This design comes from an exercise in tuning for small area, a short achievable clock period and few clock cycles on the open sky130 flow, not from production work.
Function was not checked in any run shown here: the RTL went through the layout flow alone.
Power figures rest on the tool's default switching activity, not on a simulated workload.

`flow/design.v`:
```
module pcmdf_dec (
    input  wire        clk,
    input  wire        rst,
    input  wire        start,
    input  wire [15:0] cfg_len,
    input  wire [15:0] cfg_fps,
    input  wire        cfg_fps_set,
    input  wire        cfg_extract,
    output wire        idle,
    input  wire        in_valid,
    output wire        in_ready,
    input  wire [31:0] in_data,
    output reg         out_valid,
    input  wire        out_ready,
    output reg  [1:0]  out_type,
    output reg  [31:0] out_data,
    output reg  [2:0]  out_nbytes,
    output reg         out_tp,
    output reg  [63:0] out_ts,
    output reg  [15:0] out_hdr,
    output reg         out_ss,
    output reg  [31:0] out_sync,
    output reg  [15:0] out_sfid,
    output reg  [15:0] out_plen,
    output wire [2:0]  out_status,
    output reg  [15:0] out_offset,
    output reg  [15:0] out_count,
    output reg  [31:0] out_mode_word
);
    localparam [1:0] T_HDR = 2'd0, T_PAY = 2'd1, T_END = 2'd2;
    localparam [2:0] PH_MODE  = 3'd0,   
                     PH_TP    = 3'd1,   
                     PH_REC   = 3'd2,   
                     PH_DRAIN = 3'd3,   
                     PH_SHORT = 3'd4;   
    reg        busy;
    reg [2:0]  phase;
    reg [1:0]  status;
    reg        fpsv_l;      
    reg        xbad;        
    reg [15:0] lrem;        
    reg [17:0] bfit;        
    reg        fit1;        
    reg [15:0] shr;         
    reg [15:0] hl;          
    reg        rl0, rl1;    
    reg [3:0]  fi;          
    reg [15:0] hold;        
    reg        hv;          
    reg        df;          
    reg        tsh;         
    reg [31:0] sk;          
    reg        skv;
    assign out_status = {1'b0, status};
    assign idle       = !busy;
    wire out_free = !out_valid || out_ready;
    wire more     = (lrem != 16'd0);
    assign in_ready = busy && more && !skv && (phase != PH_SHORT);
    wire acc      = in_valid && in_ready;
    wire go       = (skv || acc) && out_free;
    wire [31:0] w = skv ? sk : in_data;
    wire [13:0] lrem_q = lrem[15:2] - 14'd1;
    wire last_w   = (lrem[15:2] == 14'd0) || (lrem == 16'd4);
    wire [15:0] h0 = w[15:0];
    wire [15:0] h1 = w[31:16];
    wire        x  = out_ss;
    wire        odd = out_plen[0];      
    wire        rlast0 = rl0;                     
    wire        rlast1 = rl1;                     
    wire [3:0]  f0 = fi;
    wire [3:0]  f1 = rlast0 ? 4'd0 : ((fi == 4'd8) ? 4'd8 : fi + 4'd1);
    wire        p0 = x ? (f0 >= 4'd8) : (f0 >= 4'd5);
    wire        p1 = x ? (f1 >= 4'd8) : (f1 >= 4'd5);
    wire        fits0 = !bfit[17];
    wire        start0 = (f0 == 4'd0);
    wire        nofit0 = start0 && !fits0;
    wire        nofit1 = rlast0 && !fit1;
    wire        bad0   = start0 && xbad;
    wire        ts_bad0 = (f0 == 4'd3) && (out_ts[47:0] == 48'hFFFF_FFFF_FFFF) && (h0 == 16'hFFFF);
    wire        ts_bad1 = (f1 == 4'd3) && (out_ts[31:0] == 32'hFFFF_FFFF) && (h0 == 16'hFFFF) && (h1 == 16'hFFFF);
    wire        hdr0 = x ? (f0 == 4'd7) : (f0 == 4'd4);
    wire        hdr1 = x ? (f1 == 4'd7) : (f1 == 4'd4);
    wire        stop0  = nofit0 || bad0;
    wire        ode0   = !nofit0 && (bad0 || ts_bad0);
    wire [17:0] bfit_n = bfit - 18'd4;
    always @(posedge clk) begin
        if (rst) begin
            busy      <= 1'b0;
            out_valid <= 1'b0;
            df        <= 1'b0;
            skv       <= 1'b0;
        end else begin
            if (out_valid && out_ready)
                out_valid <= 1'b0;
            if (acc && !out_free) begin
                sk  <= in_data;
                skv <= 1'b1;
            end
            if (skv && out_free)
                skv <= 1'b0;
            if (!busy) begin
                if (start) begin
                    busy     <= 1'b1;
                    fpsv_l   <= cfg_fps_set;
                    xbad     <= cfg_extract && (cfg_fps < 16'd6);
                    out_ss   <= cfg_extract;
                    out_plen <= cfg_extract ? cfg_fps - 16'd6 : cfg_fps;
                    shr      <= ({1'b0, cfg_fps} + 17'd9) >> 1;
                    bfit     <= {2'b00, cfg_len} - {2'b00, cfg_fps} - 18'd10;
                    lrem     <= cfg_len;
                    hv       <= 1'b0;
                    df       <= 1'b0;
                    tsh      <= 1'b0;
                    phase    <= (cfg_len < 16'd4) ? PH_SHORT : PH_MODE;
                end
            end else begin
                if (phase == PH_SHORT) begin
                    if (out_free) begin
                        status        <= 2'd1;
                        out_offset    <= 16'd0;
                        out_count     <= 16'd0;
                        out_mode_word <= 32'd0;
                        phase         <= PH_DRAIN;
                    end
                end
                if (df && out_free) begin
                    out_valid  <= 1'b1;
                    out_type   <= T_PAY;
                    out_data   <= {h0, hold};
                    out_nbytes <= odd ? 3'd1 : 3'd2;
                    df         <= 1'b0;
                    hv         <= 1'b0;
                end
                if (go) begin
                    lrem <= last_w ? 16'd0 : {lrem_q, lrem[1:0]};
                    bfit <= bfit_n;
                    fit1 <= !bfit_n[17] && (bfit_n[16:1] != 16'd0);
                    case (phase)
                        PH_MODE: begin
                            out_mode_word <= w;
                            fi            <= 4'd0;
                            hl            <= shr;
                            rl0           <= 1'b0;
                            rl1           <= 1'b0;
                            if (w[20]) begin
                                out_valid  <= 1'b1;
                                out_type   <= T_HDR;
                                out_tp     <= 1'b1;
                                out_plen   <= {lrem_q, lrem[1:0]};
                                out_offset <= lrem;
                                out_count  <= 16'd1;
                                status     <= 2'd0;
                                phase      <= PH_TP;
                            end else begin
                                out_tp     <= 1'b0;
                                out_offset <= 16'd4;
                                out_count  <= 16'd0;
                                if (!fpsv_l) begin
                                    status <= 2'd2;
                                    phase  <= PH_DRAIN;
                                end else begin
                                    status <= 2'd0;
                                    phase  <= PH_REC;
                                end
                            end
                        end
                        PH_TP: begin
                            out_valid  <= 1'b1;
                            out_type   <= T_PAY;
                            out_data   <= w;
                            out_nbytes <= (lrem[15:2] != 14'd0) ? 3'd4 : {1'b0, lrem[1:0]};
                        end
                        PH_REC: begin
                            fi  <= rlast0 ? 4'd1 : rlast1 ? 4'd0 : (fi >= 4'd6) ? 4'd8 : fi + 4'd2;
                            hl  <= rlast0 ? shr - 16'd1 : rlast1 ? shr : hl - 16'd2;
                            rl0 <= !rlast0 && !rlast1 && (hl == 16'd2);
                            rl1 <= !rlast0 && !rlast1 && (hl == 16'd3);
                            if (stop0 || ode0) begin
                                phase <= PH_DRAIN;
                                if (ode0) begin
                                    status    <= 2'd3;
                                    out_count <= 16'd0;
                                end
                            end else begin
                                case (f0)
                                    4'd0: out_ts[15:0]  <= h0;
                                    4'd1: out_ts[31:16] <= h0;
                                    4'd2: out_ts[47:32] <= h0;
                                    4'd3: out_ts[63:48] <= h0;
                                    4'd4: out_hdr <= h0;
                                    default: ;
                                endcase
                                if (x) begin
                                    case (f0)
                                        4'd5: out_sync[31:16] <= h0;
                                        4'd6: out_sync[15:0]  <= h0;
                                        4'd7: out_sfid <= h0;
                                        default: ;
                                    endcase
                                end
                                if (tsh)
                                    out_ts[15:0] <= hold;
                                tsh <= 1'b0;
                                case (f1)
                                    4'd0: if (hdr0) begin
                                              hold <= h1;
                                              tsh  <= 1'b1;
                                          end else
                                              out_ts[15:0] <= h1;
                                    4'd1: out_ts[31:16] <= h1;
                                    4'd2: out_ts[47:32] <= h1;
                                    4'd3: out_ts[63:48] <= h1;
                                    4'd4: out_hdr <= h1;
                                    default: ;
                                endcase
                                if (x) begin
                                    case (f1)
                                        4'd5: out_sync[31:16] <= h1;
                                        4'd6: out_sync[15:0]  <= h1;
                                        4'd7: out_sfid <= h1;
                                        default: ;
                                    endcase
                                end
                                if (rlast0 || rlast1) begin
                                    out_count  <= out_count + 16'd1;
                                    out_offset <= out_offset + {shr[14:0], 1'b0} + 16'd2;
                                end
                                if (ts_bad1) begin
                                    status    <= 2'd3;
                                    out_count <= 16'd0;
                                    phase     <= PH_DRAIN;
                                end else if (nofit1) begin
                                    phase <= PH_DRAIN;
                                end
                                if ((hdr0 || hdr1) && !ts_bad1) begin
                                    out_valid <= 1'b1;
                                    out_type  <= T_HDR;
                                    if (p1) begin
                                        hold <= h1;
                                        hv   <= 1'b1;
                                        df   <= rlast1;
                                    end
                                end else if (hv) begin
                                    if (p0) begin
                                        out_valid  <= 1'b1;
                                        out_type   <= T_PAY;
                                        out_data   <= {h0, hold};
                                        out_nbytes <= (rlast0 && odd) ? 3'd3 : 3'd4;
                                        if (p1) begin
                                            hold <= h1;
                                            df   <= rlast1;
                                        end else begin
                                            hv   <= 1'b0;
                                        end
                                    end
                                end else if (p0) begin
                                    out_valid  <= 1'b1;
                                    out_type   <= T_PAY;
                                    out_data   <= w;
                                    out_nbytes <= rlast0 ? (odd ? 3'd1 : 3'd2) :
                                                  (rlast1 && odd) ? 3'd3 : 3'd4;
                                end
                            end
                        end
                        default: ;
                    endcase
                end else if (!more && !skv && !df && out_free && phase != PH_SHORT) begin
                    out_valid <= 1'b1;
                    out_type  <= T_END;
                    busy      <= 1'b0;
                end
            end
        end
    end
endmodule
```
`flow/run.sh`:
```
#!/bin/bash
# synth_recipe.tcl (not shown) runs the flow's synth.tcl, then flattens the netlist and writes it again
# the make line also repeats each setting of config.mk as NAME=value (left out here)
make -C /OpenROAD-flow-scripts/flow DESIGN_CONFIG=/design/flow/config.mk WORK_HOME=/design/flow/orfs CLKGATE_MAP_FILE= SYNTH_SCRIPT=/design/flow/synth_recipe.tcl finish
```
`flow/config.mk`:
```
export PLATFORM = sky130hd
export DESIGN_NAME = pcmdf_dec
export DESIGN_NICKNAME = pcmdf_dec
export VERILOG_FILES = /design/flow/design.v
export SDC_FILE = /design/flow/constraint.sdc
export NUM_CORES = 4
export LEC_CHECK = 0
export CAP_MARGIN = 20
export CORE_MARGIN = 2
export CORE_UTILIZATION = 40
export PLACE_DENSITY = 0.6
export SETUP_SLACK_MARGIN = 4.5
export SLEW_MARGIN = 20
```
`flow/constraint.sdc`:
```
create_clock -name core_clock -period 8.0 [get_ports {clk}]
set_input_delay 1.6000 -clock core_clock [delete_from_list [all_inputs] [get_ports {clk}]]
set_output_delay 1.6000 -clock core_clock [all_outputs]
set_load 0.01 [all_outputs]
```
==> impl_metrics.py, run 1 <==
metrics = {
    "outcome": {
        "outcome": "finished clean",
    },
    "setup_path": {
        "arrival_ps": 2360,
        "required_ps": 6400,
        "crit_fanout": 3,
        "crit_type": "flip-flop to output port",
        "r2r_slack_ps": 4450,
        "startpoint_type": "flip-flop",
        "crit_path_end_kind": "output port",
    },
    "power": {
        "p_seq_share_pct": 46.4,
        "power_density_mw_per_mm2": 164,
        "cellLeakagePower_nw": 10.4,
        "power.share.switching_pct": 27.7,
        "p_comb_share_pct": 15.7,
        "p_total_w": 0.00500,
        "p_sw_w": 0.00138,
        "internal-power_w": 0.00362,
        "ir_worst_vdd_mv": 0.138,
        "pwr-share-clk_pct": 37.9,
    },
    "cells_and_area": {
        "finish.instance_area_mm2": 0.0306,
        "area_growth_syn_to_layout_pct": 35.0,
        "fill_cells": 4902,
        "fin_nets": 2728,
        "layout-drive-gt1-share_pct": 18.2,
        "n_antenna_cell": 0,
    },
    "timing": {
        "setup_slack_ps": 4040,
        "relSlewSlack_pct": 9.36,
        "fmax_mhz": 252,
        "tightestPinTransition_ps": 1360,
        "finalCritPeriodShare_pct": 49.5,
        "setup_viol": 0,
        "tns_ps": 0,
        "min_period_ps": 3960,
        "fin_skew_ps": 15.9,
        "finalHoldViolCount": 0,
        "slew_viol_final": 0,
        "rsz0062_at_grt": "yes",
    },
    "die": {
        "initial_core_util_pct": 40.3,
        "coreArea_mm2": 0.0562,
        "rows": 87,
        "dieArea_mm2": 0.0585,
        "die_width_um": 242,
        "num_io_pins": 324,
        "die_h_um": 242,
    },
    "min_path": {
        "hold_class": "flip-flop to flip-flop",
    },
    "detailed_routing": {
        "post-route-drc-count": 0,
        "wirelength_um": 86800,
        "vias": 20800,
        "firstDrtPassIters": 6,
        "antenna_left": 0,
        "avgViaCountPerCell": 6.15,
        "drt_iter0_markers": 2452,
        "wire_per_inst_um": 25.7,
    },
    "yosys": {
        "synth-seq-cells": 380,
        "synth_edf_count": 376,
        "yosys.area.top_type_share_pct": 49.9,
        "synthTopCellsByArea": "edfxtp_1 50%, mux2i_1 5.0%, o21ai_0 4.2%, ha_1 3.2%, nand2_1 3.1%",
        "yosysMostFrequentCell": "edfxtp_1",
        "yosysTopAreaCell": "edfxtp_1",
        "syn_area_mm2": 0.0226,
        "async_flop_share_pct": 0,
        "synthesis.nets": 2347,
        "yosys_warnings": 1,
        "synth_ff_type": "edfxtp_1",
        "seq_area_frac_synth_pct": 50.2,
        "synth.avg_cell_area_um2": 10.2,
        "syn_inst": 2216,
        "ys_types": 77,
        "synthTopCellsByCount": "376 x edfxtp_1, 190 x o21ai_0, 186 x nand2_1",
    },
    "placement": {
        "gp_congestion": 0.884,
        "dpl_cell_area_mm2": 0.0270,
        "place_hpwl_um": 57200,
        "io_buffer_count": 322,
        "pre_cts_ws_ps": 2110,
    },
    "global_route": {
        "antenna_found_initial": 0,
        "grt_usage_pct": 27.9,
        "grt_pass1_vias": 19700,
        "grt-ovfl-total": 0,
        "grt_max_degree": 68,
        "grt_pass1_wl_um": 125000,
    },
    "clocking": {
        "cts_root_buffer": "clkbuf_16",
        "numCtsBuffers": 44,
        "cts_tree": "built",
        "clk_pin_slew_ps": 60,
        "insertion_delay_ps": 600,
        "clock-sinks": 380,
        "cts_buffer_depth": 3,
        "cts_max_level": 2,
    },
    "job": {
        "cap_violations": 0,
    },
}
[logic make-up (layout without fill, tap and decap cells)]
logic type	after synthesis	in the layout	share of synthesized area [%]
xor+xnor	105	105	4.06
flops	380	380	50.2
other cells	1	1	0.0166
buf+inv	237	646	4.20
mux	123	123	5.56
compound gates	630	632	17.9
simple gates	680	681	14.6
fa+ha+maj	60	60	3.38
[cell type report]
type / instances / area [um2] / share of cell area, %
Multi-Input combinational cell: 1602 / 11600 / 38.0
Sequential cell: 380 / 11400 / 37.2
Timing Repair Buffer: 496 / 5010 / 16.4
Clock buffer: 58 / 1160 / 3.81
Tap cell: 756 / 946 / 3.10
Inverter: 71 / 287 / 0.938
Clock inverter: 19 / 145 / 0.475
Timing Repair inverter: 2 / 17.5 / 0.0573
[power groups by stage]
stage	Sequential (W)	Clock, W	Combinational, W
finish	0.00232	0.00189	0.000785
global route	0.00233	0.00198	0.000838
CTS	0.00232	0.00191	0.000730
detailed placement	0.00236	0	0.000672
global placement	0.00236	0	0.000658
floorplan	0.00235	0	0.000404
[state kept, by name, summed over array words and instances (netlist names), 2 cells and up]
register,count
out_nbytes,3
bfit,17
shr,16
out_data,32
hl,16
out_sfid,16
fi,4
out_mode_word,32
hold,16
phase,3
sk,32
out_type,2
lrem,16
out_hdr,16
out_count,16
out_offset,16
out_plen,16
out_sync,32
status,2
out_ts,64
[final timing paths]
path | start | endpoint | cells after the start
worst max-delay path | lrem[4]$_DFFE_PP_ | in_ready | 5
worst min-delay path | hl[0]$_DFFE_PP_ | rl0$_DFFE_PP_ | 1
worst max register to register | skv$_SDFFE_PP0P_ | out_data[7]$_DFFE_PP_ | 12
worst min register to register | hl[0]$_DFFE_PP_ | rl0$_DFFE_PP_ | 1
[worst max-delay path, stage by stage (launching register included)]
cell	delay, ps
edfxtp_1	400
or4_4	570
or3_4	380
nor2_4	150
a31oi_4	110
buf_2	160
[timing repair]
action                     CTS  global route
resized for setup          230           135
hold buffers                 0             0
buffers inserted            65            34
cloned                      11            10
setup endpoints to repair  374           166
pin swaps                   35            59
[cells in the final DEF (no fill, tap or decap), drive strengths merged, types with 18 or more instances in the layout]
cell	count
xnor2	77
inv	73
mux2i	115
a31oi	23
nand3	91
a22oi	20
nor2	149
and3	22
dlygate4sd2	20
nand2b	21
clkbuf	69
o221ai	20
nor3	56
ha	58
xor2	28
edfxtp	376
o21ai	195
clkinv	18
nand4	32
a21oi	137
nor4	32
or3	28
clkdlybuf4s50	274
o211ai	56
nand2	186
and2	18
buf	175
a211oi	50
[through the flow]
stage	utilization, %	instances	hold slack [ps]
floorplan	-	2216	482
global placement	48.0	3185	521
detailed placement	48.0	3186	532
CTS	52.7	3339	557
global route	54.4	3384	588
finish	54.4	3384	561
[routing by layer]
metal / up-vias / share of wire (%) / wire, um / GRT usage [%]
met1: 10200 / 38 / 33300 / 36.1
met5: - / 0 / 0 / 0
met2: 1244 / 47 / 41200 / 45.8
li1: 9205 / - / - / -
met3: 193 / 10 / 8690 / 5.06
met4: 0 / 4.2 / 3680 / 12.1
==> run 2: changes to the inputs <==
--- a/flow/config.mk
+++ b/flow/config.mk
@@ -11,3 +11,3 @@
 export PLACE_DENSITY = 0.6
-export SETUP_SLACK_MARGIN = 4.5
+export SETUP_SLACK_MARGIN = 5
 export SLEW_MARGIN = 20
==> run 2 against run 1 <==
Compared with the run above:
- non-clock buffer count rose by 135
- sequential share of layout area fell by 2.2 points
- synthesized area did not move
- cell count rose by 4.2%
- clock skew rose by 2.9 ps
- total power rose by 6.6%
- utilization rose by 3.5 points
- synthesized cell count did not move
- sequential cell count did not move
- via count rose by 2.8%
- cell area rose by 6.4%
- highest routed layer is now met5
==> impl_metrics.py, run 2 <==
metrics = {
    "cells_and_area": {
        "final_common_cell": "edfxtp_1",
        "layout-drive-gt1-share_pct": 26.4,
        "top_register": "out_ts",
        "fin_nets": 2867,
        "area_growth_syn_to_layout_pct": 43.6,
        "mostFrequentLayoutCells": "376 x edfxtp_1, 236 x dlygate4sd2_1, 193 x buf_4",
        "fill_cells": 4795,
        "largest_reg_flops": 64,
    },
    "yosys": {
        "yosys.area.top_type_share_pct": 49.9,
        "synth.avg_cell_area_um2": 10.2,
        "yosys_warnings": 1,
        "synth_edf_count": 376,
        "syn_area_mm2": 0.0226,
        "async_flop_share_pct": 0,
        "synthSimpleGateAreaFrac_pct": 14.6,
        "synthTopCellsByCount": "376 x edfxtp_1, 190 x o21ai_0, 186 x nand2_1",
        "yosys-mux-area-fraction_pct": 5.56,
        "synth_fa_ha_area_share_pct": 3.38,
        "yosysTopAreaCell": "edfxtp_1",
        "ys_types": 77,
        "synth-seq-cells": 380,
        "synth_top_family_by_area": "compound AO/OA/AOI/OAI gates",
        "synthXorXnorAreaFrac_pct": 4.06,
        "seq_area_frac_synth_pct": 50.2,
        "synth_ff_type": "edfxtp_1",
        "synthesis.nets": 2347,
        "syn_inst": 2216,
        "synthTopCellsByArea": "edfxtp_1 50%, mux2i_1 5.0%, o21ai_0 4.2%, ha_1 3.2%, nand2_1 3.1%",
        "synth-compound-area-share_pct": 17.9,
        "yosysMostFrequentCell": "edfxtp_1",
    },
    "timing": {
        "rsz0062_at_grt": "yes",
        "setup_slack_ps": 4050,
        "setup_viol": 0,
        "tightestPinTransition_ps": 1180,
        "finalCritPeriodShare_pct": 49.4,
        "fmax_mhz": 253,
        "slew_viol_final": 0,
        "holdWs_ps": 566,
        "finalHoldViolCount": 0,
        "tns_ps": 0,
        "relSlewSlack_pct": 21.2,
        "min_period_ps": 3950,
        "fin_skew_ps": 18.9,
    },
    "clocking": {
        "clk_pin_slew_ps": 60,
        "cts_max_level": 2,
        "cts_tree": "built",
        "clock-sinks": 380,
        "insertion_delay_ps": 600,
        "cts_root_buffer": "clkbuf_16",
        "cts_buffer_depth": 3,
        "numCtsBuffers": 45,
        "postCtsHoldBufs": 0,
    },
    "power": {
        "cellLeakagePower_nw": 11.9,
        "power_density_mw_per_mm2": 164,
        "ir_worst_vdd_mv": 0.138,
        "p_total_w": 0.00533,
    },
    "placement": {
        "gp_congestion": 0.927,
        "place_hpwl_um": 57000,
        "pre_cts_ws_ps": 2270,
        "io_buffer_count": 322,
    },
    "setup_path": {
        "worst-path-stages": 5,
        "crit_fanout": 3,
        "critPathBufInv": 1,
        "required_ps": 6400,
        "max_stage_delay_ps": 540,
        "crit_path_end_kind": "output port",
        "path_cells": "or4_4 > or3_4 > nor2_4 > a31oi_4 > buf_6",
        "crit_slowest_cell": "or4_4",
        "rr_worst_depth": 11,
        "startpoint_type": "flip-flop",
        "path_delay_family": "simple AND/OR/NAND/NOR gates",
        "arrival_ps": 2350,
        "crit_type": "flip-flop to output port",
    },
    "die": {
        "die_h_um": 242,
        "dieArea_mm2": 0.0585,
        "coreArea_mm2": 0.0562,
        "die_width_um": 242,
        "initial_core_util_pct": 40.3,
        "num_io_pins": 324,
        "rows": 87,
    },
    "global_route": {
        "grt_pass1_vias": 20200,
        "grt_usage_pct": 29.3,
        "grt_pass1_wl_um": 131000,
        "grt_max_degree": 67,
        "antenna_found_initial": 2,
        "grt-ovfl-total": 0,
    },
    "job": {
        "cap_violations": 0,
    },
    "detailed_routing": {
        "avgViaCountPerCell": 6.06,
        "antenna_left": 0,
        "wirelength_um": 89300,
        "met3WireLength_um": 8760,
        "vias": 21400,
        "top_layer": "met5",
        "met1_length_um": 34600,
        "dr_wl_met2_um": 41600,
        "firstDrtPassIters": 7,
        "wire_per_inst_um": 25.3,
        "post-route-drc-count": 0,
        "drt_iter0_markers": 2329,
    },
    "min_path": {
        "hold_class": "flip-flop to flip-flop",
        "min_path_cells": 1,
    },
    "outcome": {
        "outcome": "finished clean",
    },
}
run 2: cell type report:
cell class | count | area (um2) | share of cell area, %
repair buffers | 631 | 6230 | 19.2
clock inverters | 22 | 293 | 0.901
inverters | 71 | 313 | 0.962
clock buffers | 59 | 1200 | 3.69
repair inverters | 3 | 38.8 | 0.119
multi-input cells | 1604 | 12100 | 37.2
diodes | 1 | 2.50 | 0.00770
flip-flops and latches | 380 | 11400 | 35.0
well taps | 756 | 946 | 2.91
run 2: power by group:
group          leakage [nW]  total (W)  switching [W]  internal (W)
sequential             3.48    0.00232      0.0000572       0.00226
clock                 0.718    0.00214       0.000883       0.00126
combinational          7.69   0.000875       0.000491      0.000384
run 2: per-layer routing:
metal / track usage [%] / vias up
li1: - / 9505
met1: 37.9 / 10400
met2: 47.9 / 1207
met3: 6.27 / 230
met4: 11.7 / 4
met5: 0 / -
run 2: final timing paths:
path                                          start                     end  slack, ps
worst max-delay path             lrem[10]$_DFFE_PP_                in_ready       4050
worst min-delay path                hl[0]$_DFFE_PP_           rl0$_DFFE_PP_        570
worst max register to register  fi[1]$_SDFFCE_PP0P_  out_data[13]$_DFFE_PP_       4530
worst min register to register      hl[0]$_DFFE_PP_           rl0$_DFFE_PP_        570
run 2: kinds of logic after synthesis:
logic type	after synthesis
buf+inv	237
other cells	1
fa+ha+maj	60
simple gates	680
xor+xnor	105
mux	123
flops	380
compound gates	630
run 2: stage by stage:
stage          cells  area (um2)  utilization (%)
2_1_floorplan   2216       23500                -
3_3_place_gp    3183       27300             48.7
3_5_place_dp    3184       27300             48.7
4_1_cts         3474       31600             56.3
5_1_grt         3526       32500             57.9
6_report        3527       32500             57.9
run 2: repair_timing:
item,in CTS,in global routing
gates resized for setup,688,141
buffers inserted,178,51
cloned,31,0
setup endpoints to repair,761,348
pin swaps,78,82

[afterwards: timing with drivers on the ports]
Ports are ideal in the flow. The routed layouts listed here were re-timed in OpenROAD.
Step 1 assumes that a clkbuf_16 drives the clock port and a buf_2 every other input.
Step 2 times the ports against the registers' clock, not the clock port: input delays grow and output delays shrink by t, the midpoint of the rising clock arrivals with the driver on.
Three values: no drivers, after step 1, after step 2; two values: the first two.
run | t, ns | setup WS [ns] | hold slack, ns | worst setup path after step 2 | pins driven straight from the clock port
run 1 | 0.645 | 4.036 / 3.982 / 3.439 | 0.561 / 0.561 / 0.561 | input to register | 1
run 2 | 0.646 | 4.046 / 3.987 / 3.461 | 0.566 / 0.566 / 0.566 | input to register | 1
After both steps every run listed still meets setup and hold. The setup slack of run 1, which loses most, moves by -0.054 ns with the drivers and by -0.597 ns with both steps.
